Background: an optimization exercise with open tools, aiming at small area, a short achievable clock period and few clock cycles per item. Do not read the settings as production practice. RTL that was checked went through simulation tests only; none was proved equivalent to the original. The RTL of runs 2, 5 and 6 was laid out without a check of its function.

**flow/design.v**
```verilog
module carry_norm (
    input  wire        clk,
    input  wire        rst,
    input  wire        in_valid,
    output wire        in_ready,
    input  wire [63:0] in_data,
    input  wire        in_last,
    output reg         out_valid,
    input  wire        out_ready,
    output wire [63:0] out_digit,
    output reg         out_last,
    output reg         out_err,
    output reg         out_topovf
);
    localparam [1:0] S_IDLE = 2'd0, S_RSH = 2'd1, S_ADD = 2'd2, S_DIV = 2'd3;
    reg        v0;
    reg [63:0] x0;
    reg        l0;
    reg        drop;         
    reg        cz;           
    reg        cbig;         
    reg [63:0] c;            
    reg [6:0]  odig;         
    reg        ofull;
    reg        osf1, osf2, osf3;    
    reg        ssf;                 
    reg        ofm, ofm2;           
    reg        sv;           
    reg [6:0]  sdig;
    reg        slast, serr, stop, sfull;
    reg [1:0]  st;           
    reg [6:0]  cnt;          
    reg [3:0]  dly;          
    reg        sgn;          
    reg        rb, stk;      
    reg        cy;           
    reg        vneg;         
    reg        vhi;          
    assign out_digit = {c[63:50] & {14{osf3}}, c[49:36] & {14{osf2}},
                        c[35:22] & {14{osf1}}, c[21:15] & {7{ofm}},
                        c[14:7] & {8{ofm2}}, odig};
    reg  rdy_a, rdy_b;       
    assign in_ready = rdy_a || rdy_b;
    wire accept  = in_valid && in_ready;
    wire rd      = out_valid && out_ready;
    wire room    = !(out_valid && sv);                   
    wire qempty  = !out_valid && !sv;
    wire fullpend = (out_valid && ofull) || (sv && sfull);
    wire sfpend   = (out_valid && osf2) || (sv && ssf);
    function fast_win;                  
        input [63:0] x;
        fast_win = (x[62:52] < 11'd1022) || (!x[63] && x[62:52] <= 11'd1043);
    endfunction
    function is_bad;                    
        input [63:0] x;
        is_bad = (x[62:52] == 11'd2047) || (x[62:52] > 11'd1086) ||
                 ((x[62:52] == 11'd1086) && !(x[63] && x[51:0] == 52'd0));
    endfunction
    function drain_f;
        input        v, idle, dr, rm, fp, sfp, cz_, cb, last, win, bad;
        drain_f = v && idle &&
                  (dr || (rm && (bad || (win && (cz_ || !cb) && !(last ? fp : sfp)))));
    endfunction
    wire        f_sign = x0[63];
    wire [10:0] f_exp  = x0[62:52];
    wire [52:0] f_mant = {f_exp != 11'd0, x0[51:0]};
    wire        f_tiny = (f_exp < 11'd1022);
    wire        f_win  = fast_win(x0);
    wire        f_bad  = is_bad(x0);
    wire        fast   = f_win && (cz || !cbig);
    wire        idle   = (st == S_IDLE);
    wire        drain  = drain_f(v0, idle, drop, room, fullpend, sfpend, cz, cbig, l0, f_win, f_bad);
    wire        start_slow = v0 && idle && !drop && !f_bad && !fast && qempty;
    wire [4:0]  sh5   = f_tiny ? 5'd31 : 5'd19 - f_exp[4:0];
    wire [21:0] tsh   = f_mant[52:31] >> sh5;
    wire [20:0] ip    = tsh[21:1];
    wire        rbit  = tsh[0];
    reg  [21:0] smask;
    integer k;
    always @(*)
        for (k = 0; k < 22; k = k + 1)
            smask[k] = (k <= sh5);
    wire        stkf  = (|f_mant[29:0]) || (|(f_mant[51:30] & smask));
    wire        rupf  = rbit & (stkf | ip[0]);
    wire [15:0] cadd  = cz ? 16'd0 : c[63:48];
    reg  [21:0] fv;
    reg         rc;
    integer j;
    always @(*) begin
        rc = rupf;
        for (j = 0; j < 22; j = j + 1) begin
            fv[j] = (j < 21 ? ip[j] : 1'b0) ^ (j < 16 ? cadd[j] : 1'b0) ^ rc;
            rc    = ((j < 21 ? ip[j] : 1'b0) & (j < 16 ? cadd[j] : 1'b0)) |
                    (((j < 21 ? ip[j] : 1'b0) | (j < 16 ? cadd[j] : 1'b0)) & rc);
        end
    end
    wire [15:0] fq    = fv / 22'd100;
    wire [6:0]  fr    = fv % 22'd100;
    wire        ftop  = (fv[21:7] != 15'd0) || (fv[6:0] > 7'd99);
    wire        a_bit  = ((dly == 4'd0) ? x0[0] : 1'b0) ^ sgn;
    wire        b_bit  = cz ? 1'b0 : cbig ? c[0] : (cnt[6:4] == 3'd0) && c[48];
    wire        rup_s  = rb & (stk | x0[0]);
    wire        c_in   = (cnt == 7'd0) ? (rup_s ^ sgn) : cy;
    wire        s_bit  = a_bit ^ b_bit ^ c_in;
    wire        s_cy   = (a_bit & b_bit) | (a_bit & c_in) | (b_bit & c_in);
    wire        s_64   = sgn ^ (cbig & b_bit) ^ s_cy;    
    wire        s_ovf  = (s_64 != s_bit);
    wire [63:0] vfin   = {s_bit, c[63:1]};
    wire        vtop   = vfin[63] || vhi || (vfin[6:0] > 7'd99);
    wire [7:0]  d_t    = {(cnt == 7'd0) ? 7'd0 : odig, c[63] ^ vneg};    
    wire        d_ge   = (d_t >= 8'd100);
    wire [7:0]  d_r    = d_ge ? d_t - 8'd100 : d_t;
    wire [6:0]  d_fin  = vneg ? 7'd99 - d_r[6:0] : d_r[6:0];
    wire        add_end = (st == S_ADD) && (cnt == 7'd63);
    wire        div_end = (st == S_DIV) && (cnt == 7'd63);
    reg         wr;                      
    reg  [6:0]  nd;
    reg         nlast, nerr, ntop, nfull, nsf;
    reg         pop;                     
    reg         n_drop, n_cz, n_cbig;
    always @(*) begin
        wr = 1'b0; nd = 7'd0; nlast = 1'b0; nerr = 1'b0; ntop = 1'b0; nfull = 1'b0;
        nsf = 1'b0;
        pop = 1'b0;
        n_drop = drop; n_cz = cz; n_cbig = cbig;
        if (drain) begin
            pop = 1'b1;
            if (drop) begin
                if (l0) n_drop = 1'b0;
            end else if (f_bad) begin
                wr = 1'b1; nerr = 1'b1; nlast = 1'b1;
                n_cz = 1'b1; n_cbig = 1'b0; n_drop = !l0;
            end else begin
                wr = 1'b1; nlast = l0; nfull = l0; ntop = l0 && ftop;
                nd = l0 ? fv[6:0] : fr;
                n_cz = l0; n_cbig = 1'b0;
            end
        end
        if (add_end) begin
            if (s_ovf) begin
                pop = 1'b1; wr = 1'b1; nerr = 1'b1; nlast = 1'b1;
                n_cz = 1'b1; n_cbig = 1'b0; n_drop = !l0;
            end else if (l0) begin
                pop = 1'b1; wr = 1'b1; nlast = 1'b1; nfull = 1'b1; ntop = vtop;
                nsf = 1'b1;
                nd = vfin[6:0];
                n_cz = 1'b1; n_cbig = 1'b0;
            end
        end
        if (div_end) begin
            pop = 1'b1; wr = 1'b1; nd = d_fin;
            n_cz = 1'b0; n_cbig = 1'b1;
        end
    end
    wire n_ov   = (out_valid && !rd) || sv || wr;
    wire n_sv   = (out_valid && !rd && (sv || wr)) || (sv && wr);
    wire n_keep = v0 && !pop;            
    wire n_idle = !(start_slow || (!idle && !(add_end && (s_ovf || l0)) && !div_end));
    wire [10:0] ie  = in_data[62:52];
    wire in_win = in_data[63] ? (!ie[10] && !(&ie[9:3]))
                              : (!ie[10] || (!(|ie[9:5]) && (!ie[4] || !(|ie[3:2]))));
    wire rd_n  = out_ready && out_valid;
    wire room0 = !((out_valid || wr) && (out_valid && (sv || wr)));
    wire room1 = !((sv || wr) && (sv && wr));
    wire fp0   = (out_valid && ofull) || (sv && sfull) || (wr && nfull);
    wire fp1   = (sv && sfull) || (wr && nfull);
    wire n_room = rd_n ? room1 : room0;
    wire n_fp   = rd_n ? fp1 : fp0;
    wire sfp0  = (out_valid && osf2) || (sv && ssf) || (wr && nsf);
    wire sfp1  = (sv && ssf) || (wr && nsf);
    wire n_sfp = rd_n ? sfp1 : sfp0;
    wire czb   = n_cz || !n_cbig;
    wire p_new = n_idle && (n_drop || (n_room && czb && !(in_last ? n_fp : n_sfp)));
    wire q_new = n_idle && n_drop;
    wire r_old = !n_keep || drain_f(1'b1, n_idle, n_drop, n_room, n_fp, n_sfp, n_cz, n_cbig, l0, f_win, f_bad);
    wire n_rdy_a = accept && in_win && p_new;
    wire n_rdy_b = accept ? q_new : r_old;
    always @(posedge clk) begin
        if (rst) begin
            v0         <= 1'b0;
            rdy_a      <= 1'b0;
            rdy_b      <= 1'b1;
            drop       <= 1'b0;
            cz         <= 1'b1;
            cbig       <= 1'b0;
            st         <= S_IDLE;
            out_valid  <= 1'b0;
            sv         <= 1'b0;
        end else begin
            v0        <= accept || n_keep;
            rdy_a     <= n_rdy_a;
            rdy_b     <= n_rdy_b;
            drop      <= n_drop;
            cz        <= n_cz;
            cbig      <= n_cbig;
            out_valid <= n_ov;
            sv        <= n_sv;
            if (start_slow)
                st <= (f_exp >= 11'd1075) ? S_ADD : S_RSH;
            case (st)
                S_RSH: if (cnt == 7'd1) st <= S_ADD;
                S_ADD: if (add_end) st <= (s_ovf || l0) ? S_IDLE : S_DIV;
                S_DIV: if (div_end) st <= S_IDLE;
                default: ;
            endcase
        end
    end
    always @(posedge clk) begin
        if (!v0 || drain) begin
            x0 <= in_data;
            l0 <= in_last;
        end
        if (rd || !out_valid) begin
            if (sv) begin
                odig <= sdig; out_last <= slast; out_err <= serr;
                out_topovf <= stop; ofull <= sfull;
                osf1 <= ssf; osf2 <= ssf && slast; osf3 <= ssf && !serr;
                ofm <= sfull && !serr; ofm2 <= sfull && (slast || stop);
            end else begin
                odig <= nd; out_last <= nlast; out_err <= nerr;
                out_topovf <= ntop; ofull <= nfull;
                osf1 <= nsf; osf2 <= nsf && nlast; osf3 <= nsf && !nerr;
                ofm <= nfull && !nerr; ofm2 <= nfull && (nlast || ntop);
            end
        end
        if (wr) begin
            sdig <= nd; slast <= nlast; serr <= nerr; stop <= ntop; sfull <= nfull;
            ssf <= nsf;
        end
        if (drain && !drop && !f_bad) begin
            if (l0)
                c[21:0] <= fv;
            else
                c[63:48] <= fq;
        end
        if (start_slow) begin
            x0[63:52] <= {11'd0, f_exp != 11'd0};
            sgn       <= f_sign;
            rb        <= 1'b0;
            stk       <= 1'b0;
            cnt       <= 7'd0;
            if (f_exp >= 11'd1075) begin
                dly <= f_exp[3:0] - 4'd3;                     
            end else begin
                dly <= 4'd0;
                cnt <= f_tiny ? 7'd54 : 7'd51 - f_exp[6:0];  
            end
        end
        case (st)
            S_RSH: begin
                stk <= stk | rb;
                rb  <= x0[0];
                x0  <= {1'b0, x0[63:1]};
                cnt <= cnt - 7'd1;
            end
            S_ADD: begin
                if (dly == 4'd0)
                    x0 <= {1'b0, x0[63:1]};
                else
                    dly <= dly - 4'd1;
                c    <= vfin;
                cy   <= s_cy;
                cnt  <= add_end ? 7'd0 : cnt + 7'd1;
                vneg <= s_bit;
                vhi  <= (cnt == 7'd0) ? 1'b0 :
                        vhi || (s_bit && ((cnt[5:3] != 3'd0) || (cnt[2:0] == 3'd7)) && (cnt != 7'd63));
            end
            S_DIV: begin
                c   <= {c[62:0], d_ge ^ vneg};
                if (!div_end)
                    odig <= d_r[6:0];
                cnt <= cnt + 7'd1;
            end
            default: ;
        endcase
    end
endmodule
```
**flow/flow/run.sh**
```bash
#!/bin/bash
# The standard layout, with a plain small buffer (buf_1) on each port
# instead of the flow's default port buffer. Everything else is unchanged.
set -euo pipefail
bash standard.sh "BUFFER_PORTS_ARGS=-buffer_cell sky130_fd_sc_hd__buf_1" finish > standard.log 2>&1
```
**flow/standard.sh**
```bash
#!/bin/bash
# synth_recipe.tcl (not shown) runs the flow's synth.tcl, then flattens the netlist and writes it again
# the make line also repeats each setting of config.mk as NAME=value (left out here)
make -C /OpenROAD-flow-scripts/flow DESIGN_CONFIG=/design/flow/config.mk WORK_HOME=/design/flow/orfs CLKGATE_MAP_FILE= SYNTH_SCRIPT=/design/flow/synth_recipe.tcl "${@:-finish}"
```
**flow/config.mk**
```make
export PLATFORM = sky130hd
export DESIGN_NAME = carry_norm
export DESIGN_NICKNAME = carry_norm
export VERILOG_FILES = /design/flow/design.v
export SDC_FILE = /design/flow/constraint.sdc
export NUM_CORES = 4
export LEC_CHECK = 0
export ABC_AREA = 1
export CAP_MARGIN = 20
export CORE_MARGIN = 2
export CORE_UTILIZATION = 40
export SETUP_SLACK_MARGIN = 2
export SLEW_MARGIN = 20
```
**flow/constraint.sdc**
```tcl
create_clock -name core_clock -period 100.0 [get_ports {clk}]
set_input_delay 20.0000 -clock core_clock [delete_from_list [all_inputs] [get_ports {clk}]]
set_output_delay 20.0000 -clock core_clock [all_outputs]
set_load 0.01 [all_outputs]
```
==> impl_metrics.csv, run 1 <==
group,metric,value,unit
drt,antenna_left,0,
grt,met2_usage,0.3662,
final_layout,nets,2271,
final_layout,syn_to_final_growth,10.70,%
grt,grt_most_used_layer,"met2",
drt,vias_per_cell,5.309,
setup_path,ff2ff_path_depth,109,
final_layout,antennaDiodeCount,0,
clock_network,post_cts_buffers,0,
timing,slew_viol_final,0,
setup_path,r2r-end,"sdig[3]",
logic_synthesis,synth-edff-count,99,
clock_network,clock_latency,0.47,ns
floorplanning,core_area,0.03531,mm2
setup_path,required,80.00,ns
final_layout,drive_gt1_frac,0.08953,
logic_synthesis,ys_seq_area_frac,0.3290,
hold_path,whs_path_depth,1,
logic_synthesis,async_flop_share,0,
setup_path,cp-start-kind,"flip-flop",
floorplanning,fp.dieW,192.5,um
timing,min_period,21.55,ns
setup_path,rrSetupSlack,82.44,ns
timing,hold_viol_final,0,
floorplanning,die_height,192.5,um
job,maxCapViolations,0,
clock_network,postCtsResizedCells,0,
timing,rsz0062_at_grt,"no",
timing,setup_viol,0,
timing,worst_pin_slew,0.8419,ns
grt,grt_use_met1,0.3174,
drt,dr.pass1.iters,6,
grt,grt_pass1_vias,12730,
floorplanning,die_area,0.03704,mm2
setup_path,crit_arrival,1.55,ns
hold_path,hp-start,"dly[0]",
clock_network,cts_buffers,17,
floorplanning,num_rows,69,
grt,use_met3,0.02710,
clock_network,htreeDepth,4,
timing,tns,0,ns
timing,fmax,0.04640,GHz
setup_path,worstReg2RegStart,"x0[54]",
drt,drcViolationCount,0,
logic_synthesis,synthesis.nets,2173,
logic_synthesis,syn_area,0.01421,mm2
floorplanning,initial_core_util,0.4024,
place,port_buffers,137,
timing,fin_skew,0.01365,ns
clock_network,clk_transition_reported_paths,0.08,ns
logic_synthesis,ys_ff_latch,184,
clock_network,clock-sinks,184,
timing,max_slew_margin,0.4242,
drt,wl_per_cell,15.77,um
logic_synthesis,ys_types,61,
status,status,"complete, no violations",
clock_network,hold_buffers,0,
drt,route.vias.total,14010,
setup_path,end_kind,"output pin",
clock_network,cts-root-buf,"clkbuf_16",
grt,track_usage,0.2265,
grt,grt_max_degree,68,
logic_synthesis,syn_area_per_cell,6.873,um2
hold_path,hp-class,"reg -> reg",
clock_network,cts_buffer_depth,2,
grt,overflow,0,
place,gp_congestion,0.8907,
floorplanning,pin_count,138,
grt,grt_pass1_wl,66710,um
logic_synthesis,netlist_instances,2067,
final_layout,final_area,0.01573,mm2
timing,period_share,0.2155,
setup_path,worst-setup-path-type,"reg -> out",
grt,antenna_found_initial,0,
place,hpwl,31360,um
drt,routed_wl,41630,um
setup_path,crit_fanout,14,
place,post_dp_cell_area,0.01514,mm2
hold_path,whs_endpoint,"dly[0]",
logic_synthesis,synth_warnings,1,
logic_synthesis,ys.flop_type,"edfxtp_1",
clock_network,tritoncts,"done",
drt,drt_iter0_markers,1245,
==> layout make-up <==
class	instances	area [um2]
fillers	3685	19580
multi-input cells	1476	8011
flip-flops and latches	184	4674
inverters	336	1261
repair buffers	150	619.3
well taps	461	576.8
clock buffers	21	475.5
clock inverters	11	108.9
==> Yosys cell counts, types with 26 or more instances <==
library cell	instances	area (um2)
o22ai_1	51	319.1
inv_1	303	1137
edfxtp_1	99	2973
o21ai_0	237	1186
nand2_2	51	319.1
nand2_1	457	1715
clkbuf_1	63	236.5
a21oi_1	51	255.2
nor2_1	193	724.4
nand3_1	126	630.6
dfxtp_1	85	1702
inv_2	26	97.59
==> how the worst max path moves through the flow <==
stage,from,to,slack [ns],cells past startpoint
floorplan,in_data[59],rdy_a,78.92,6
global route,osf3,out_digit[51],78.30,3
global placement,out_ready,odig[0],78.46,5
finish,osf3,out_digit[50],78.45,3
CTS,osf3,out_digit[50],78.39,3
detailed placement,out_ready,odig[2],78.35,7
==> routing by layer <==
metal / wire (um) / vias up
met1: 19600 / 6505
met3: 2308 / 41
li1: - / 7068
met4: 670 / 0
met5: 0 / -
met2: 19050 / 397
==> cells in the final DEF (no fill, tap or decap), drive strengths merged, types with 31 or more instances in the layout <==
cell type | synthesis | routed
buf | 8 | 150
nand3 | 142 | 142
a21oi | 55 | 55
o22ai | 51 | 51
nand4 | 31 | 31
inv | 329 | 335
edfxtp | 99 | 99
nor2 | 208 | 208
o21ai | 262 | 262
nand2 | 528 | 528
dfxtp | 85 | 85
==> through the flow <==
step	utilization	cells	hold slack (ns)	worst slack [ns]
after floorplan	-	2067	0.4249	78.92
after global placement	0.4284	2606	0.4493	78.46
after detailed placement	0.4289	2607	0.4545	78.35
after CTS	0.4454	2639	0.4663	78.39
after global routing	0.4454	2639	0.4955	78.30
final	0.4454	2639	0.4646	78.45
==> worst max-delay path, cell delays in order (launching register included) <==
cell      delay [ns]
edfxtp_1        0.71
nand2_1         0.14
inv_1           0.09
buf_1           0.15
==> cells by family after synthesis <==
logic type                 Yosys count  synth area share
adders and majority gates           37           0.04157
muxes                                2          0.001409
AOI/OAI and AO/OA                  471            0.1927
and+or+nand+nor                    942            0.3126
buffers and inverters              407            0.1080
xor gates and xnor gates            24           0.01480
DFF                                184            0.3290
==> registers in the layout, summed over array words and instances, names as in the netlist, 2 cells and up <==
signal and cells:
c 64, cnt 7, dly 4, odig 7, sdig 7, st 2, x0 64
Testbench counts, summed over its fixed seeds: cycles 18,530, items 18,514.
==> inputs of run 2 (changes only) <==
--- a/flow/design.v
+++ b/flow/design.v
@@ -198,7 +198,7 @@
             if (start_slow)
                 st <= (f_exp >= 11'd1075) ? S_ADD : S_RSH;
             case (st)
-                S_RSH: if (cnt == 7'd1) st <= S_ADD;
+                S_RSH: if (cnt == 7'd127) st <= S_ADD;
                 S_ADD: if (add_end) st <= (s_ovf || l0) ? S_IDLE : S_DIV;
                 S_DIV: if (div_end) st <= S_IDLE;
                 default: ;
@@ -234,7 +234,7 @@
                 c[63:48] <= fq;
         end
         if (start_slow) begin
-            x0[63:52] <= {11'd0, f_exp != 11'd0};
+            x0[52]    <= (f_exp != 11'd0);           
             sgn       <= f_sign;
             rb        <= 1'b0;
             stk       <= 1'b0;
@@ -243,19 +243,19 @@
                 dly <= f_exp[3:0] - 4'd3;                     
             end else begin
                 dly <= 4'd0;
-                cnt <= f_tiny ? 7'd54 : 7'd51 - f_exp[6:0];  
+                cnt <= f_tiny ? 7'd74 : f_exp[6:0] + 7'd77;
             end
         end
         case (st)
             S_RSH: begin
                 stk <= stk | rb;
                 rb  <= x0[0];
-                x0  <= {1'b0, x0[63:1]};
-                cnt <= cnt - 7'd1;
+                x0  <= {12'd0, x0[52:1]};            
+                cnt <= cnt + 7'd1;
             end
             S_ADD: begin
                 if (dly == 4'd0)
-                    x0 <= {1'b0, x0[63:1]};
+                    x0 <= {12'd0, x0[52:1]};
                 else
                     dly <= dly - 4'd1;
                 c    <= vfin;
==> run 2 against run 1 <==
Compared with the run above: still clean; largest cell class unchanged; cell area decreased by 0.16%; register-to-register slack got worse by 0.79 ns; clock-buffer cell count decreased by 3; critical path depth unchanged; via count decreased by 3.5%; highest routed layer unchanged; critical endpoint is now out_digit[63].
==> impl_metrics.csv, run 2 <==
group,metric,value,unit
setup_path,crit_arrival,1.67,ns
final_layout,layout_commonest_cell,"nand2_1",
floorplanning,die_height,192.1,um
grt,track_usage,0.2222,
drt,drt_iter0_markers,908,
timing,slew_viol_final,0,
drt,wl_per_cell,15.79,um
timing,setup_viol,0,
logic_synthesis,synthAdderAreaFrac,0.04086,
clock_network,clk_transition_reported_paths,0.08,ns
final_layout,layout_common_cells,"nand2_1, inv_1, o21ai_0, nor2_1, buf_1",
logic_synthesis,ys.flop_type,"edfxtp_1",
logic_synthesis,synth-edff-count,99,
setup_path,worstReg2RegStart,"x0[54]",
grt,overflow,0,
grt,grt_pass1_wl,65820,um
grt,grt_max_degree,65,
timing,fmax,0.04615,GHz
timing,max_slew_margin,0.2749,
clock_network,post_cts_buffers,0,
logic_synthesis,synth_mux_area_frac,0.001415,
clock_network,tritoncts,"done",
setup_path,crit_fanout,14,
place,hpwl,31050,um
final_layout,ff_latch_area,0.004674,mm2
clock_network,cts_buffer_depth,2,
place,gp_congestion,0.9428,
logic_synthesis,synth_top_family_by_area,"simple AND/OR/NAND/NOR gates",
timing,hold_viol_final,0,
logic_synthesis,synth_xor_xnor_area_share,0.01486,
floorplanning,fp.dieW,192.1,um
timing,fin_ws,78.33,ns
clock_network,clock_latency,0.45,ns
timing,rsz0062_at_grt,"no",
logic_synthesis,syn_area_per_cell,7.067,um2
timing,period_share,0.2167,
floorplanning,initial_core_util,0.4075,
place,dpl_worst_slack,78.36,ns
grt,grt_pass1_vias,13030,
setup_path,startpoint,"osf3",
clock_network,clock-sinks,184,
final_layout,reg_top3,"c: 64 flops, x0: 64 flops",
setup_path,worst-path-buf-inv,2,
final_layout,drive_gt1_frac,0.1030,
logic_synthesis,yosysMostFrequentCell,"nand2_1",
logic_synthesis,async_flop_share,0,
logic_synthesis,synth_simple_gate_area_frac,0.3034,
floorplanning,die_area,0.03689,mm2
setup_path,cp-start-kind,"flip-flop",
clock_network,htreeDepth,4,
job,maxCapViolations,0,
logic_synthesis,synthesis.nets,2107,
drt,dr.pass1.iters,5,
timing,min_period,21.67,ns
setup_path,slowest_stage,"edfxtp_1",
setup_path,required,80.00,ns
logic_synthesis,ys_types,69,
setup_path,max_stage_delay,0.83,ns
setup_path,crit_chain,"nand2_1 > inv_1 > buf_1",
final_layout,nFillCells,3606,
setup_path,end_kind,"output pin",
logic_synthesis,synth_commonest_cells,"nand2_1, inv_1, o21ai_0, nor2_1, edfxtp_1",
logic_synthesis,syn_area,0.01415,mm2
final_layout,nets,2208,
drt,drcViolationCount,0,
final_layout,antennaDiodeCount,0,
floorplanning,num_rows,68,
place,port_buffers,137,
timing,tns,0,ns
grt,antenna_found_initial,0,
floorplanning,pin_count,138,
floorplanning,core_area,0.03471,mm2
logic_synthesis,ys_seq_area_frac,0.3304,
status,status,"complete, no violations",
logic_synthesis,synth_compound_area_frac,0.1931,
logic_synthesis,yosysTopAreaCellShare,0.2101,
drt,route.vias.total,13520,
logic_synthesis,synth_warnings,1,
hold_path,hp-class,"reg -> reg",
logic_synthesis,yosys.area.top_type,"edfxtp_1",
clock_network,cts_buffers,17,
drt,vias_per_cell,5.259,
final_layout,syn_to_final_growth,10.99,%
setup_path,crit_family,"flip-flops",
clock_network,hold_buffers,0,
clock_network,postCtsResizedCells,0,
drt,antenna_left,0,
logic_synthesis,netlist_instances,2002,
timing,worst_pin_slew,1.079,ns
timing,fin_skew,0.01286,ns
final_layout,multi_input_area,0.007864,mm2
setup_path,worst-setup-path-type,"reg -> out",
logic_synthesis,ys_ff_latch,184,
clock_network,cts-root-buf,"clkbuf_16",
logic_synthesis,ys_top_cells_by_area,"edfxtp_1, dfxtp_1, nand2_1, inv_1, o21ai_0",
hold_path,hp-start,"dly[0]",
drt,routed_wl,40610,um
==> run 2: cell type report <==
cell class | instances | share of cell area
Tap cell | 455 | 0.03625
Clock inverter | 14 | 0.01124
Multi-Input combinational cell | 1395 | 0.5008
Timing Repair Buffer | 150 | 0.04024
Sequential cell | 184 | 0.2977
Clock buffer | 18 | 0.02869
Inverter | 355 | 0.08510
==> run 2: kinds of logic after synthesis <==
| kind of cell | after synthesis |
|---|---|
| flip-flops | 184 |
| buffers and inverters | 423 |
| adder cells (fa/ha/maj) | 36 |
| AO/OA/AOI/OAI | 453 |
| AND/OR/NAND/NOR | 880 |
| XOR/XNOR | 24 |
| multiplexers | 2 |
==> run 2: path summary, 6_finish.rpt <==
check,end,slack (ns),cells past startpoint
max,out_digit[63],78.33,3
min,dly[0],0.47,1
max reg2reg,sdig[3],81.65,116
min reg2reg,dly[0],0.47,1
==> run 2: routing by layer <==
layer | up-vias | wire (um) | part of all wire | track usage
li1 | 6868 | - | - | -
met5 | - | 0 | 0 | 0
met4 | 0 | 813 | 0.020 | 0.06400
met2 | 341 | 19330 | 0.48 | 0.3821
met3 | 44 | 1922 | 0.047 | 0.02613
met1 | 6269 | 18540 | 0.46 | 0.2932
==> run 2: worst reg2reg max path: cells and delay by family (launching register included) <==
family,cells,cell delay (ns)
compound gates,5,0.43
fa+ha+maj,21,6.67
buf+inv,10,1.44
flops,1,0.58
simple gates,80,8.97
==> run 2: through the flow <==
stage | hold WS [ns] | util | cells | instance area, um2
6_report | 0.4731 | 0.4524 | 2571 | 15700
5_1_grt | 0.4982 | 0.4524 | 2571 | 15700
3_5_place_dp | 0.4576 | 0.4335 | 2538 | 15050
3_3_place_gp | 0.4468 | 0.4335 | 2538 | 15050
2_1_floorplan | 0.4320 | - | 2002 | 14150
4_1_cts | 0.4683 | 0.4516 | 2570 | 15680
==> inputs of run 3 (changes only) <==
--- a/flow/design.v
+++ b/flow/design.v
@@ -21,7 +21,6 @@
     reg        cbig;         
     reg [63:0] c;            
     reg [6:0]  odig;         
-    reg        ofull;
     reg        osf1, osf2, osf3;    
     reg        ssf;                 
     reg        ofm, ofm2;           
@@ -45,7 +44,7 @@
     wire rd      = out_valid && out_ready;
     wire room    = !(out_valid && sv);                   
     wire qempty  = !out_valid && !sv;
-    wire fullpend = (out_valid && ofull) || (sv && sfull);
+    wire fullpend = (out_valid && ofm) || (sv && sfull);
     wire sfpend   = (out_valid && osf2) || (sv && ssf);
     function fast_win;                  
         input [63:0] x;
@@ -162,7 +161,7 @@
     wire rd_n  = out_ready && out_valid;
     wire room0 = !((out_valid || wr) && (out_valid && (sv || wr)));
     wire room1 = !((sv || wr) && (sv && wr));
-    wire fp0   = (out_valid && ofull) || (sv && sfull) || (wr && nfull);
+    wire fp0   = (out_valid && ofm) || (sv && sfull) || (wr && nfull);
     wire fp1   = (sv && sfull) || (wr && nfull);
     wire n_room = rd_n ? room1 : room0;
     wire n_fp   = rd_n ? fp1 : fp0;
@@ -213,12 +212,12 @@
         if (rd || !out_valid) begin
             if (sv) begin
                 odig <= sdig; out_last <= slast; out_err <= serr;
-                out_topovf <= stop; ofull <= sfull;
+                out_topovf <= stop;
                 osf1 <= ssf; osf2 <= ssf && slast; osf3 <= ssf && !serr;
                 ofm <= sfull && !serr; ofm2 <= sfull && (slast || stop);
             end else begin
                 odig <= nd; out_last <= nlast; out_err <= nerr;
-                out_topovf <= ntop; ofull <= nfull;
+                out_topovf <= ntop;
                 osf1 <= nsf; osf2 <= nsf && nlast; osf3 <= nsf && !nerr;
                 ofm <= nfull && !nerr; ofm2 <= nfull && (nlast || ntop);
             end
==> run 3 against run 2 <==
Compared with the run above: global-route usage grew 0.26 points; critical path depth is the same; flip-flop and latch count shrank 1; die area shrank 0.17%; utilization is essentially flat; first-iteration DRC count grew 24%; highest routed layer unchanged.
==> impl_metrics.csv, run 3 <==
group,metric,value,unit
timing,slew_viol_final,0,
drt,routed_wl,41090,um
grt,grt_pass1_wl,66220,um
logic_synthesis,ys_types,59,
logic_synthesis,yosys.area.top_type,"edfxtp_1",
drt,route.vias.total,13830,
floorplanning,pin_count,138,
final_layout,layout_commonest_cell,"nand2_1",
clock_network,postCtsResizedCells,0,
drt,vias_per_cell,5.294,
final_layout,antennaDiodeCount,0,
timing,hold_viol_final,0,
logic_synthesis,yosysMostFrequentCell,"nand2_1",
clock_network,clk_transition_reported_paths,0.08,ns
drt,antenna_left,0,
clock_network,clock-sinks,183,
final_layout,utilization,0.4519,
clock_network,cts-root-buf,"clkbuf_16",
timing,min_period,21.53,ns
logic_synthesis,yosysTopAreaCellShare,0.2084,
clock_network,hold_buffers,0,
logic_synthesis,synth-edff-count,98,
setup_path,cp-start-kind,"flip-flop",
grt,met2_usage,0.3764,
floorplanning,fp.dieW,191.9,um
setup_path,worst-setup-path-type,"reg -> out",
logic_synthesis,syn_area,0.01412,mm2
logic_synthesis,syn_area_per_cell,6.902,um2
final_layout,drive_gt1_frac,0.09179,
setup_path,max_stage_delay,0.71,ns
grt,antenna_found_initial,0,
logic_synthesis,netlist_instances,2046,
grt,track_usage,0.2248,
logic_synthesis,ys_ff_latch,183,
timing,max_slew_margin,0.3113,
setup_path,crit_fanout,15,
place,gp_congestion,0.9327,
hold_path,hp-class,"reg -> reg",
floorplanning,initial_core_util,0.4078,
clock_network,tritoncts,"done",
logic_synthesis,ys_seq_area_frac,0.3289,
clock_network,post_cts_buffers,0,
final_layout,layout_common_cells,"nand2_1, inv_1, o21ai_0, nor2_1, buf_1",
logic_synthesis,synth_commonest_cells,"nand2_1, inv_1, o21ai_0, nor2_1, edfxtp_1",
job,maxCapViolations,0,
drt,drcViolationCount,0,
final_layout,syn_to_final_growth,10.81,%
drt,drt_iter0_markers,1124,
grt,grt_max_degree,65,
setup_path,slowest_stage,"edfxtp_1",
timing,fin_skew,0.01295,ns
logic_synthesis,synth_warnings,1,
grt,grt_pass1_vias,12880,
place,hpwl,31560,um
grt,grt_most_used_layer,"met2",
timing,rsz0062_at_grt,"no",
timing,worst_pin_slew,1.027,ns
setup_path,required,80.00,ns
setup_path,worst-path-buf-inv,2,
logic_synthesis,ys.flop_type,"edfxtp_1",
logic_synthesis,synthesis.nets,2151,
drt,dr.pass1.iters,5,
floorplanning,core_area,0.03463,mm2
drt,wl_per_cell,15.73,um
final_layout,nets,2249,
setup_path,crit_family,"flip-flops",
floorplanning,die_area,0.03683,mm2
timing,fmax,0.04644,GHz
clock_network,htreeDepth,4,
timing,tns,0,ns
grt,grt_use_met1,0.3054,
clock_network,cts_buffers,17,
logic_synthesis,ys_top_cells_by_area,"edfxtp_1, nand2_1, dfxtp_1, inv_1, o21ai_0",
floorplanning,num_rows,68,
timing,setup_viol,0,
setup_path,rrSetupSlack,82.26,ns
grt,use_met3,0.03051,
setup_path,end_kind,"output pin",
place,port_buffers,137,
final_layout,reg_top3,"c: 64 flops, x0: 64 flops",
setup_path,crit_arrival,1.53,ns
timing,period_share,0.2153,
grt,overflow,0,
setup_path,crit_chain,"nand2_1 > inv_1 > buf_1",
logic_synthesis,async_flop_share,0,
floorplanning,die_height,191.9,um
clock_network,clock_latency,0.45,ns
status,status,"complete, no violations",
clock_network,cts_buffer_depth,2,
==> run 3: changes by cell type after synthesis, sizes merged, moves of 5 or more <==
cell,delta
nand4,+7
xor2,+6
a22oi,-5
o21ai,-7
nand2,+37
==> run 3: logic make-up after synthesis <==
| logic type | synth area share |
|---|---|
| compound gates | 0.1884 |
| xor+xnor | 0.01675 |
| fa+ha+maj | 0.04093 |
| buf+inv | 0.1149 |
| flops | 0.3289 |
| mux | 0.0007088 |
| simple gates | 0.3094 |
==> run 3: routing by layer <==
metal  vias up  share of wire
li1       7002              -
met1      6391           0.46
met2       389           0.47
met3        47          0.049
met4         0          0.018
met5         -              0
==> run 3: worst register-to-register path, delay by kind of cell (launching register included) <==
family	cells	cell delay, ns
and+or+nand+nor	68	7.65
adders and majority gates	20	6.21
AOI/OAI and AO/OA	7	1.75
buffers and inverters	11	1.18
DFF	1	0.52
xor gates and xnor gates	1	0.36
==> run 3: area by class of cell <==
class	instances	area [um2]
Sequential cell	183	4644
Tap cell	455	569.3
Clock buffer	17	425.4
Fill cell	3592	18980
Clock inverter	15	172.7
Inverter	360	1351
Multi-Input combinational cell	1434	7889
Timing Repair Buffer	148	596.8
==> run 3: path summary, 6_finish.rpt <==
check                             from            end  cells past startpoint
worst min register to register  dly[0]         dly[0]                      1
worst min-delay path            dly[0]         dly[0]                      1
worst max-delay path              osf2  out_digit[48]                      3
worst max register to register  x0[54]        odig[3]                    107
==> run 3: through the flow <==
| stage | cell area [um2] | cells | setup slack, ns | hold slack (ns) |
|---|---|---|---|---|
| global placement | 15050 | 2580 | 78.47 | 0.4460 |
| floorplan | 14120 | 2046 | 78.89 | 0.4305 |
| global route | 15650 | 2612 | 78.30 | 0.4898 |
| CTS | 15650 | 2612 | 78.42 | 0.4671 |
| finish | 15650 | 2612 | 78.47 | 0.4660 |
| detailed placement | 15050 | 2580 | 78.30 | 0.4479 |
Testbench counts of run 3, summed over its fixed seeds: cycles 18,530, items 18,514.
==> inputs of run 4 (changes only) <==
--- a/flow/design.v
+++ b/flow/design.v
@@ -22,6 +22,7 @@
     reg [63:0] c;            
     reg [6:0]  odig;         
     reg        osf1, osf2, osf3;    
+    reg        osf4, osf5, osf6;    
     reg        ssf;                 
     reg        ofm, ofm2;           
     reg        sv;           
@@ -35,8 +36,9 @@
     reg        cy;           
     reg        vneg;         
     reg        vhi;          
-    assign out_digit = {c[63:50] & {14{osf3}}, c[49:36] & {14{osf2}},
-                        c[35:22] & {14{osf1}}, c[21:15] & {7{ofm}},
+    assign out_digit = {c[63:57] & {7{osf6}}, c[56:50] & {7{osf5}},
+                        c[49:43] & {7{osf4}}, c[42:36] & {7{osf3}},
+                        c[35:29] & {7{osf2}}, c[28:22] & {7{osf1}}, c[21:15] & {7{ofm}},
                         c[14:7] & {8{ofm2}}, odig};
     reg  rdy_a, rdy_b;       
     assign in_ready = rdy_a || rdy_b;
@@ -214,11 +216,15 @@
                 odig <= sdig; out_last <= slast; out_err <= serr;
                 out_topovf <= stop;
                 osf1 <= ssf; osf2 <= ssf && slast; osf3 <= ssf && !serr;
+                osf4 <= ssf && (slast || stop); osf5 <= ssf && slast && !serr;
+                osf6 <= ssf && !(serr && stop);
                 ofm <= sfull && !serr; ofm2 <= sfull && (slast || stop);
             end else begin
                 odig <= nd; out_last <= nlast; out_err <= nerr;
                 out_topovf <= ntop;
                 osf1 <= nsf; osf2 <= nsf && nlast; osf3 <= nsf && !nerr;
+                osf4 <= nsf && (nlast || ntop); osf5 <= nsf && nlast && !nerr;
+                osf6 <= nsf && !(nerr && ntop);
                 ofm <= nfull && !nerr; ofm2 <= nfull && (nlast || ntop);
             end
         end
==> run 4 against run 3 <==
Compared with the run above: non-clock buffer count rose by 3; critical endpoint is now out_digit[17]; global-route usage is 0.22 points lower; routed wire length fell by 0.66%; largest cell class unchanged.
==> impl_metrics.csv, run 4 <==
group,metric,value,unit
status,status,"complete, no violations",
timing,rsz0062_at_grt,"no",
timing,hold_viol_final,0,
drt,vias_per_cell,5.264,
timing,fin_skew,0.01288,ns
logic_synthesis,synth_warnings,1,
drt,dr.pass1.iters,6,
grt,met2_usage,0.3614,
setup_path,worstReg2RegStart,"x0[54]",
place,hpwl,31740,um
logic_synthesis,yosys.area.top_type,"edfxtp_1",
timing,tns,0,ns
drt,drt_iter0_markers,1062,
hold_path,hp-class,"reg -> reg",
setup_path,startpoint,"ofm",
logic_synthesis,ys_seq_area_frac,0.3354,
drt,wl_per_cell,15.70,um
logic_synthesis,ys_types,58,
final_layout,antennaDiodeCount,0,
floorplanning,fp.dieW,191.9,um
clock_network,cts_buffers,17,
drt,antenna_left,0,
drt,routed_wl,40820,um
setup_path,crit_family,"flip-flops",
timing,fmax,0.04684,GHz
drt,drcViolationCount,0,
setup_path,slowest_stage,"edfxtp_1",
place,placed_cells,2568,
clock_network,postCtsResizedCells,0,
setup_path,crit_arrival,1.35,ns
final_layout,stdcell_count,2600,
final_layout,drive_gt1_frac,0.09604,
setup_path,crit_path_end,"out_digit[17]",
floorplanning,die_area,0.03681,mm2
grt,grt_pass1_vias,12610,
timing,worst_pin_slew,0.8384,ns
grt,grt_max_degree,71,
logic_synthesis,netlist_instances,2025,
setup_path,crit_chain,"nand2_1 > inv_1 > buf_1",
grt,grt_use_met1,0.3105,
setup_path,crit_fanout,8,
clock_network,tritoncts,"done",
final_layout,nets,2238,
timing,slew_viol_final,0,
place,port_buffers,137,
clock_network,clock_latency,0.43,ns
logic_synthesis,syn_area,0.01412,mm2
setup_path,rrSetupSlack,82.60,ns
logic_synthesis,async_flop_share,0,
clock_network,hold_buffers,0,
logic_synthesis,synth-edff-count,101,
setup_path,cp.depth,3,
grt,grt_most_used_layer,"met2",
logic_synthesis,ys_top_cells_by_area,"edfxtp_1, nand2_1, dfxtp_1, inv_1, o21ai_0",
timing,max_slew_margin,0.4390,
logic_synthesis,ys.flop_type,"edfxtp_1",
logic_synthesis,yosysTopAreaCellShare,0.2148,
clock_network,clock-sinks,186,
final_layout,reg_top3,"c: 64 flops, x0: 64 flops",
grt,grt_pass1_wl,65600,um
setup_path,ff2ff_path_depth,117,
place,gp_congestion,0.9336,
logic_synthesis,yosysMostFrequentCell,"nand2_1",
timing,min_period,21.35,ns
setup_path,end_kind,"output pin",
final_layout,nFillCells,3614,
clock_network,htreeDepth,4,
grt,overflow,0,
clock_network,cts_buffer_depth,2,
grt,track_usage,0.2226,
floorplanning,pin_count,138,
job,maxCapViolations,0,
setup_path,required,80.00,ns
floorplanning,initial_core_util,0.4077,
logic_synthesis,ys_ff_latch,186,
grt,antenna_found_initial,0,
logic_synthesis,syn_area_per_cell,6.972,um2
clock_network,post_cts_buffers,0,
setup_path,worst-path-buf-inv,2,
floorplanning,die_height,191.9,um
timing,period_share,0.2135,
drt,route.vias.total,13690,
clock_network,clk_transition_reported_paths,0.07,ns
setup_path,worst-setup-path-type,"reg -> out",
logic_synthesis,synthesis.nets,2130,
floorplanning,num_rows,68,
clock_network,cts-root-buf,"clkbuf_16",
final_layout,layout_commonest_cell,"nand2_1",
floorplanning,core_area,0.03463,mm2
final_layout,syn_to_final_growth,10.89,%
logic_synthesis,synth_commonest_cells,"nand2_1, inv_1, o21ai_0, nor2_1, edfxtp_1",
timing,setup_viol,0,
setup_path,cp-start-kind,"flip-flop",
setup_path,max_stage_delay,0.59,ns
grt,use_met3,0.03070,
hold_path,hp-start,"dly[0]",
setup_path,r2r-end,"sdig[3]",
final_layout,layout_common_cells,"nand2_1, inv_1, o21ai_0, nor2_1, buf_1",
-- run 4: cell types whose count changed after synthesis, moves of 5 or more --
cell / before / now
a22oi_1: 18 / 23
inv_2: 35 / 23
o21ai_0: 195 / 214
clkbuf_1: 60 / 53
nand2_1: 496 / 456
nand2_2: 36 / 55
xor2_1: 25 / 19
nor4_1: 17 / 11
nor2_2: 6 / 12
inv_1: 318 / 340
nor2_1: 160 / 154
-- run 4: worst min-delay path by stage --
stage | end | slack, ns | cells past startpoint
floorplan | sgn | 0.42 | 0
global placement | dly[0] | 0.45 | 1
detailed placement | dly[0] | 0.46 | 1
CTS | dly[0] | 0.48 | 1
global route | dly[0] | 0.50 | 1
finish | dly[0] | 0.48 | 1
-- run 4: final cells by class --
class,count,area [um2],share of cell area
multi-input combinational,1406,7725,0.4934
sequential,186,4735,0.3024
clock buffer,21,471.7,0.03013
clock inverter,10,107.6,0.006873
tap,455,569.3,0.03637
inverter,371,1420,0.09071
timing repair buffer,151,626.9,0.04004
-- run 4: cell families after synthesis --
logic type / synth area share
simple gates: 0.3023
buf+inv: 0.1196
compound gates: 0.1867
flops: 0.3354
fa+ha+maj: 0.04095
xor+xnor: 0.01365
mux: 0.001418
-- run 4: metal layers --
metal	routed length [um]	part of all wire
met1	19360	0.47
met5	0	0
met4	773	0.019
met3	2088	0.051
met2	18600	0.46
-- run 4: stage by stage --
step	cell area, um2	hold slack [ns]	utilization	setup slack (ns)
CTS	15640	0.4778	0.4517	78.61
detailed placement	15060	0.4645	0.4349	78.36
floorplan	14120	0.4249	-	78.89
finish	15660	0.4765	0.4521	78.65
global placement	15060	0.4479	0.4349	78.41
global route	15660	0.4979	0.4521	78.49
-- run 4: worst reg2reg max path: cells and delay by family (launching register included) --
family                   cells  cell delay (ns)
adder cells (fa/ha/maj)     21             6.43
AND/OR/NAND/NOR             77             7.92
buffers and inverters       14             1.77
AO/OA/AOI/OAI                5             0.69
flip-flops                   1             0.40
Testbench counts of run 4, summed over its fixed seeds: cycles 18,530, items 18,514.
==> inputs of run 5 (changes only) <==
--- a/flow/design.v
+++ b/flow/design.v
@@ -21,8 +21,9 @@
     reg        cbig;         
     reg [63:0] c;            
     reg [6:0]  odig;         
+    reg        ofull;
     reg        osf1, osf2, osf3;    
-    reg        osf4, osf5, osf6;    
+    reg        osf4, osf5, osf6;
     reg        ssf;                 
     reg        ofm, ofm2;           
     reg        sv;           
@@ -46,7 +47,7 @@
     wire rd      = out_valid && out_ready;
     wire room    = !(out_valid && sv);                   
     wire qempty  = !out_valid && !sv;
-    wire fullpend = (out_valid && ofm) || (sv && sfull);
+    wire fullpend = (out_valid && ofull) || (sv && sfull);
     wire sfpend   = (out_valid && osf2) || (sv && ssf);
     function fast_win;                  
         input [63:0] x;
@@ -163,7 +164,7 @@
     wire rd_n  = out_ready && out_valid;
     wire room0 = !((out_valid || wr) && (out_valid && (sv || wr)));
     wire room1 = !((sv || wr) && (sv && wr));
-    wire fp0   = (out_valid && ofm) || (sv && sfull) || (wr && nfull);
+    wire fp0   = (out_valid && ofull) || (sv && sfull) || (wr && nfull);
     wire fp1   = (sv && sfull) || (wr && nfull);
     wire n_room = rd_n ? room1 : room0;
     wire n_fp   = rd_n ? fp1 : fp0;
@@ -199,7 +200,7 @@
             if (start_slow)
                 st <= (f_exp >= 11'd1075) ? S_ADD : S_RSH;
             case (st)
-                S_RSH: if (cnt == 7'd127) st <= S_ADD;
+                S_RSH: if (cnt == 7'd1) st <= S_ADD;
                 S_ADD: if (add_end) st <= (s_ovf || l0) ? S_IDLE : S_DIV;
                 S_DIV: if (div_end) st <= S_IDLE;
                 default: ;
@@ -214,14 +215,14 @@
         if (rd || !out_valid) begin
             if (sv) begin
                 odig <= sdig; out_last <= slast; out_err <= serr;
-                out_topovf <= stop;
+                out_topovf <= stop; ofull <= sfull;
                 osf1 <= ssf; osf2 <= ssf && slast; osf3 <= ssf && !serr;
                 osf4 <= ssf && (slast || stop); osf5 <= ssf && slast && !serr;
                 osf6 <= ssf && !(serr && stop);
                 ofm <= sfull && !serr; ofm2 <= sfull && (slast || stop);
             end else begin
                 odig <= nd; out_last <= nlast; out_err <= nerr;
-                out_topovf <= ntop;
+                out_topovf <= ntop; ofull <= nfull;
                 osf1 <= nsf; osf2 <= nsf && nlast; osf3 <= nsf && !nerr;
                 osf4 <= nsf && (nlast || ntop); osf5 <= nsf && nlast && !nerr;
                 osf6 <= nsf && !(nerr && ntop);
@@ -239,7 +240,7 @@
                 c[63:48] <= fq;
         end
         if (start_slow) begin
-            x0[52]    <= (f_exp != 11'd0);           
+            x0[63:52] <= {11'd0, f_exp != 11'd0};
             sgn       <= f_sign;
             rb        <= 1'b0;
             stk       <= 1'b0;
@@ -248,19 +249,19 @@
                 dly <= f_exp[3:0] - 4'd3;                     
             end else begin
                 dly <= 4'd0;
-                cnt <= f_tiny ? 7'd74 : f_exp[6:0] + 7'd77;
+                cnt <= f_tiny ? 7'd54 : 7'd51 - f_exp[6:0];  
             end
         end
         case (st)
             S_RSH: begin
                 stk <= stk | rb;
                 rb  <= x0[0];
-                x0  <= {12'd0, x0[52:1]};            
-                cnt <= cnt + 7'd1;
+                x0  <= {1'b0, x0[63:1]};
+                cnt <= cnt - 7'd1;
             end
             S_ADD: begin
                 if (dly == 4'd0)
-                    x0 <= {12'd0, x0[52:1]};
+                    x0 <= {1'b0, x0[63:1]};
                 else
                     dly <= dly - 4'd1;
                 c    <= vfin;
==> run 5 against run 4 <==
Compared with the run above: worst setup slack worse by 0.056 ns; via count rose by 4.6%; die area increased by 2.3%.
==> impl_metrics.csv, run 5 <==
group,metric,value,unit
timing,fmax,0.04672,GHz
hold_path,whs_endpoint,"sgn",
clock_network,clock_latency,0.45,ns
timing,setup_viol,0,
hold_path,hp-class,"reg -> reg",
logic_synthesis,syn_area_per_cell,6.851,um2
place,gp_congestion,0.8923,
grt,overflow,0,
timing,hold_viol_final,0,
floorplanning,die_height,194.1,um
setup_path,rrSetupSlack,82.13,ns
setup_path,r2r-end,"odig[6]",
logic_synthesis,ys_ff_latch,187,
logic_synthesis,ys_seq_area_frac,0.3296,
drt,antenna_left,0,
setup_path,required,80.00,ns
final_layout,layout_commonest_cell,"nand2_1",
grt,antenna_found_initial,0,
final_layout,antennaDiodeCount,0,
logic_synthesis,yosys.area.top_type,"edfxtp_1",
drt,vias_per_cell,5.345,
logic_synthesis,synth-edff-count,102,
logic_synthesis,ys_top_cells_by_area,"edfxtp_1, nand2_1, dfxtp_1, inv_1, o21ai_0",
hold_path,hp-start,"x0[63]",
setup_path,crit_fanout,7,
logic_synthesis,async_flop_share,0,
final_layout,nets,2310,
drt,drt_iter0_markers,1200,
hold_path,whs_path_depth,0,
clock_network,clock-sinks,187,
floorplanning,pin_count,138,
place,placed_cells,2646,
logic_synthesis,netlist_instances,2110,
floorplanning,initial_core_util,0.4064,
drt,wl_met1,19730,um
drt,routed_wl,42380,um
timing,worst_pin_slew,0.9229,ns
logic_synthesis,yosysTopAreaCellShare,0.2119,
floorplanning,core_area,0.03557,mm2
setup_path,cp-start-kind,"flip-flop",
timing,fin_skew,0.01581,ns
drt,wl_met3,2289,um
final_layout,reg_top3,"c: 64 flops, x0: 64 flops",
drt,wl_met2,19350,um
final_layout,ff_latch_area,0.004765,mm2
final_layout,multi_input_area,0.008079,mm2
clock_network,post_cts_buffers,0,
setup_path,worst-setup-path-type,"reg -> out",
logic_synthesis,ys_types,64,
logic_synthesis,syn_area,0.01446,mm2
floorplanning,fp.dieW,194.1,um
drt,route.vias.total,14320,
grt,grt_pass1_vias,13400,
timing,slew_viol_final,0,
place,hpwl,32550,um
timing,tns,0,ns
place,port_buffers,137,
logic_synthesis,synthesis.nets,2216,
floorplanning,die_area,0.03767,mm2
final_layout,drive_gt1_frac,0.08751,
setup_path,crit_arrival,1.40,ns
grt,grt_max_degree,68,
grt,grt_pass1_wl,68770,um
timing,min_period,21.40,ns
grt,track_usage,0.2205,
drt,drcViolationCount,0,
clock_network,htreeDepth,4,
logic_synthesis,synth_commonest_cells,"nand2_1, inv_1, o21ai_0, nor2_1, nand3_1",
drt,wl_per_cell,15.82,um
drt,maxUsedRoutingLayer,"met4",
logic_synthesis,ys.flop_type,"edfxtp_1",
clock_network,cts_buffers,17,
timing,max_slew_margin,0.3800,
final_layout,nFillCells,3699,
final_layout,layout_common_cells,"nand2_1, inv_1, o21ai_0, nor2_1, buf_1",
clock_network,tritoncts,"done",
final_layout,stdcell_count,2678,
floorplanning,num_rows,69,
drt,dr.pass1.iters,5,
clock_network,cts-root-buf,"clkbuf_16",
setup_path,end_kind,"output pin",
clock_network,postCtsResizedCells,0,
status,status,"complete, no violations",
clock_network,hold_buffers,0,
logic_synthesis,synth_warnings,1,
setup_path,ff2ff_path_depth,110,
final_layout,syn_to_final_growth,10.37,%
clock_network,clk_transition_reported_paths,0.08,ns
timing,period_share,0.2140,
timing,rsz0062_at_grt,"no",
clock_network,cts_buffer_depth,2,
setup_path,worstReg2RegStart,"x0[53]",
logic_synthesis,yosysMostFrequentCell,"nand2_1",
job,maxCapViolations,0,
==> run 5: logic make-up after synthesis <==
family                   synth area share
AND/OR/NAND/NOR                    0.3162
flip-flops                         0.3296
buffers and inverters              0.1121
multiplexers                     0.001385
XOR/XNOR                          0.01151
adder cells (fa/ha/maj)           0.04086
AO/OA/AOI/OAI                      0.1884
==> run 5: layout make-up <==
type / count / area share
clock buffers: 17 / 0.02666
clock inverters: 15 / 0.01051
inverters: 355 / 0.08376
multi-input cells: 1494 / 0.5064
flip-flops and latches: 187 / 0.2986
well taps: 461 / 0.03615
repair buffers: 149 / 0.03788
==> run 5: routing by layer <==
metal	vias up	global-route usage
met4	0	0.06622
met5	-	0
met3	58	0.02887
met1	6592	0.3058
met2	464	0.3581
li1	7201	-
==> run 5: how the worst max path moves through the flow <==
| stage | startpoint | slack, ns | endpoint |
|---|---|---|---|
| after floorplan | out_ready | 78.88 | odig[0] |
| after global placement | out_ready | 78.35 | odig[1] |
| after detailed placement | out_ready | 78.31 | odig[0] |
| after CTS | osf5 | 78.57 | out_digit[50] |
| after global routing | out_ready | 78.49 | odig[1] |
| final | osf5 | 78.60 | out_digit[50] |
==> run 5: critical path, cell delays in order (launching register included) <==
cell      delay, ns
edfxtp_1       0.57
nand2_1        0.16
inv_1          0.08
buf_1          0.15
==> run 5: metrics by stage <==
step / util / cell area (um2) / setup slack (ns) / hold slack (ns)
after detailed placement: 0.4319 / 15360 / 78.31 / 0.4262
after global placement: 0.4319 / 15360 / 78.35 / 0.4173
after CTS: 0.4485 / 15950 / 78.57 / 0.4447
final: 0.4485 / 15950 / 78.60 / 0.4523
after floorplan: - / 14460 / 78.88 / 0.4082
after global routing: 0.4485 / 15950 / 78.49 / 0.4493
==> inputs of run 6 (changes only) <==
--- a/flow/design.v
+++ b/flow/design.v
@@ -73,10 +73,10 @@
     wire        idle   = (st == S_IDLE);
     wire        drain  = drain_f(v0, idle, drop, room, fullpend, sfpend, cz, cbig, l0, f_win, f_bad);
     wire        start_slow = v0 && idle && !drop && !f_bad && !fast && qempty;
-    wire [4:0]  sh5   = f_tiny ? 5'd31 : 5'd19 - f_exp[4:0];
+    wire [4:0]  sh5   = 5'd19 - f_exp[4:0];             
     wire [21:0] tsh   = f_mant[52:31] >> sh5;
-    wire [20:0] ip    = tsh[21:1];
-    wire        rbit  = tsh[0];
+    wire [20:0] ip    = f_tiny ? 21'd0 : tsh[21:1];
+    wire        rbit  = !f_tiny && tsh[0];
     reg  [21:0] smask;
     integer k;
     always @(*)
==> run 6 against run 5 <==
Compared with the run above: first-iteration DRC count down 2.5%; non-clock buffer count rose by 5; highest routed layer unchanged; hold slack improved by 0.013 ns.
==> impl_metrics.csv, run 6 <==
group,metric,value,unit
drt,antenna_left,0,
timing,max_slew_margin,0.4860,
clock_network,htreeDepth,4,
timing,hold_viol_final,0,
logic_synthesis,yosys.area.top_type,"edfxtp_1",
setup_path,r2r-end,"odig[3]",
final_layout,reg_top3,"c: 64 flops, x0: 64 flops",
logic_synthesis,yosysMostFrequentCell,"nand2_1",
clock_network,cts_buffers,17,
timing,fin_ws,78.61,ns
timing,setup_viol,0,
logic_synthesis,yosysTopAreaCellShare,0.2099,
logic_synthesis,synthesis.nets,2219,
setup_path,worst-setup-path-type,"reg -> out",
clock_network,cts-root-buf,"clkbuf_16",
hold_path,hp-start,"dly[0]",
grt,grt_max_degree,68,
place,dpl_worst_slack,78.29,ns
timing,rsz0062_at_grt,"no",
logic_synthesis,syn_area_per_cell,6.925,um2
floorplanning,fp.dieW,195.0,um
setup_path,crit_arrival,1.39,ns
drt,wl_per_cell,15.93,um
logic_synthesis,ys_types,63,
final_layout,nets,2315,
place,gp_congestion,0.8958,
logic_synthesis,synth_commonest_cells,"nand2_1, inv_1, o21ai_0, nor2_1, nand3_1",
setup_path,end_kind,"output pin",
timing,period_share,0.2139,
final_layout,drive_gt1_frac,0.09838,
logic_synthesis,synth_warnings,1,
final_layout,syn_to_final_growth,10.08,%
logic_synthesis,synth-edff-count,102,
drt,drt_iter0_markers,1170,
clock_network,cts_buffer_depth,2,
floorplanning,pin_count,138,
hold_path,whs_endpoint,"dly[0]",
final_layout,antennaDiodeCount,0,
floorplanning,num_rows,69,
grt,track_usage,0.2227,
drt,vias_per_cell,5.337,
job,maxCapViolations,0,
floorplanning,core_area,0.03574,mm2
floorplanning,die_height,195.0,um
floorplanning,initial_core_util,0.4082,
setup_path,required,80.00,ns
floorplanning,die_area,0.03802,mm2
hold_path,hp-class,"reg -> reg",
setup_path,crit_fanout,7,
logic_synthesis,async_flop_share,0,
hold_path,whs_path_depth,1,
grt,grt_pass1_wl,69300,um
grt,overflow,0,
clock_network,hold_buffers,0,
clock_network,post_cts_buffers,0,
final_layout,nFillCells,3761,
logic_synthesis,ys_ff_latch,187,
clock_network,tritoncts,"done",
clock_network,clock-sinks,187,
setup_path,rrSetupSlack,81.97,ns
clock_network,clock_latency,0.45,ns
place,port_buffers,137,
logic_synthesis,ys.flop_type,"edfxtp_1",
grt,grt_pass1_vias,13310,
timing,fmax,0.04676,GHz
final_layout,utilization,0.4494,
final_layout,layout_common_cells,"nand2_1, inv_1, o21ai_0, nor2_1, buf_1",
final_layout,final_area,0.01606,mm2
final_layout,layout_commonest_cell,"nand2_1",
drt,routed_wl,42640,um
place,hpwl,32660,um
drt,dr.pass1.iters,5,
clock_network,clk_transition_reported_paths,0.08,ns
logic_synthesis,ys_seq_area_frac,0.3265,
place,post_dp_cell_area,0.01549,mm2
grt,antenna_found_initial,0,
timing,fin_skew,0.01632,ns
timing,worst_pin_slew,0.7663,ns
logic_synthesis,netlist_instances,2107,
clock_network,postCtsResizedCells,0,
setup_path,cp-start-kind,"flip-flop",
timing,slew_viol_final,0,
drt,route.vias.total,14290,
status,status,"complete, no violations",
timing,tns,0,ns
drt,drcViolationCount,0,
logic_synthesis,syn_area,0.01459,mm2
timing,min_period,21.39,ns
logic_synthesis,ys_top_cells_by_area,"edfxtp_1, nand2_1, dfxtp_1, o21ai_0, inv_1",
setup_path,worstReg2RegStart,"x0[54]",
setup_path,ff2ff_path_depth,113,
run 6: cell count changes in the layout (fill, tap and decap cells not counted), moves of 6 or more:
cell | before | now
a21oi_1 | 50 | 57
a31oi_1 | 5 | 11
ha_1 | 20 | 26
inv_1 | 325 | 286
nand2_1 | 489 | 479
nand2_4 | 18 | 29
nand3_1 | 126 | 135
nand4_1 | 28 | 21
nor2_1 | 187 | 179
o211ai_1 | 11 | 18
o21ai_0 | 220 | 243
o22ai_1 | 52 | 46
o32ai_1 | 10 | 0
run 6: per-layer routing:
layer / global-route usage / vias up / wire [um] / part of all wire
met5: 0 / - / 0 / 0
met4: 0.04863 / 0 / 760 / 0.018
met3: 0.02539 / 47 / 2204 / 0.052
met2: 0.3702 / 428 / 19690 / 0.46
met1: 0.3116 / 6602 / 19990 / 0.47
li1: - / 7210 / - / -
run 6: critical path, cell delays in order (launching register included):
cell      delay, ns
edfxtp_1       0.56
nand2_1        0.16
inv_1          0.07
buf_1          0.15
run 6: through the flow:
step / hold WS (ns) / instances
5_1_grt: 0.4794 / 2677
3_3_place_gp: 0.4469 / 2645
4_1_cts: 0.4683 / 2677
6_report: 0.4651 / 2677
2_1_floorplan: 0.4317 / 2107
3_5_place_dp: 0.4561 / 2645
run 6: logic make-up (layout without fill, tap and decap cells):
family,Yosys count,after routing,share of synthesized area
AO/OA/AOI/OAI,478,478,0.1905
XOR/XNOR,21,21,0.01260
adder cells (fa/ha/maj),43,43,0.04562
buffers and inverters,398,507,0.1056
flip-flops,187,187,0.3265
multiplexers,3,3,0.002058
AND/OR/NAND/NOR,977,977,0.3171
run 6: area by class of cell:
type / instances / area (um2) / share of cell area
Clock inverter: 15 / 148.9 / 0.009269
Multi-Input combinational cell: 1522 / 8298 / 0.5166
Clock buffer: 17 / 425.4 / 0.02648
Sequential cell: 187 / 4765 / 0.2966
Inverter: 321 / 1207 / 0.07517
Timing Repair Buffer: 154 / 641.9 / 0.03996
Tap cell: 461 / 576.8 / 0.03591
run 6: how the worst max path moves through the flow:
stage,from,endpoint
floorplan,out_ready,odig[0]
global placement,out_ready,odig[0]
detailed placement,out_ready,odig[1]
CTS,osf5,out_digit[50]
global route,osf5,out_digit[53]
finish,osf6,out_digit[62]

## static timing again, ports no longer ideal
How much do the figures lean on ideal ports? The routed layouts below were timed once more, with nothing changed but the port constraints.
Step 1 sets driving cells, clkbuf_16 on the clock port and buf_2 on the other inputs (assumed; they add their load-dependent delay and slew).
Step 2 moves the port delays by t, midway between the first and last clock arrival at a register: inputs arrive t later, outputs are due t later. That takes back most of the time a late clock gives input paths.
Three values: no drivers, after step 1, after step 2; two values: the first two.
| run | t (ns) | setup slack, ns | worst setup path at the end | worst register clock-pin slew, ns | pins driven straight from the clock port |
|---|---|---|---|---|---|
| run 1 | 0.511 | 78.447 / 78.395 / 78.322 | input to register | 0.08 / 0.08 | 1 |
| run 2 | 0.494 | 78.331 / 78.278 / 78.317 | input to register | 0.08 / 0.08 | 1 |
| run 3 | 0.494 | 78.468 / 78.419 / 78.254 | input to register | 0.08 / 0.08 | 1 |
| run 4 | 0.477 | 78.652 / 78.602 / 78.310 | input to register | 0.08 / 0.08 | 1 |
| run 5 | 0.491 | 78.596 / 78.543 / 78.248 | input to register | 0.08 / 0.08 | 1 |
| run 6 | 0.494 | 78.613 / 78.561 / 78.286 | input to register | 0.09 / 0.09 | 1 |
After both steps setup and hold are still met in every run listed. The setup slack of run 5, which loses most, moves by -0.053 ns with the drivers and by -0.348 ns with both steps.
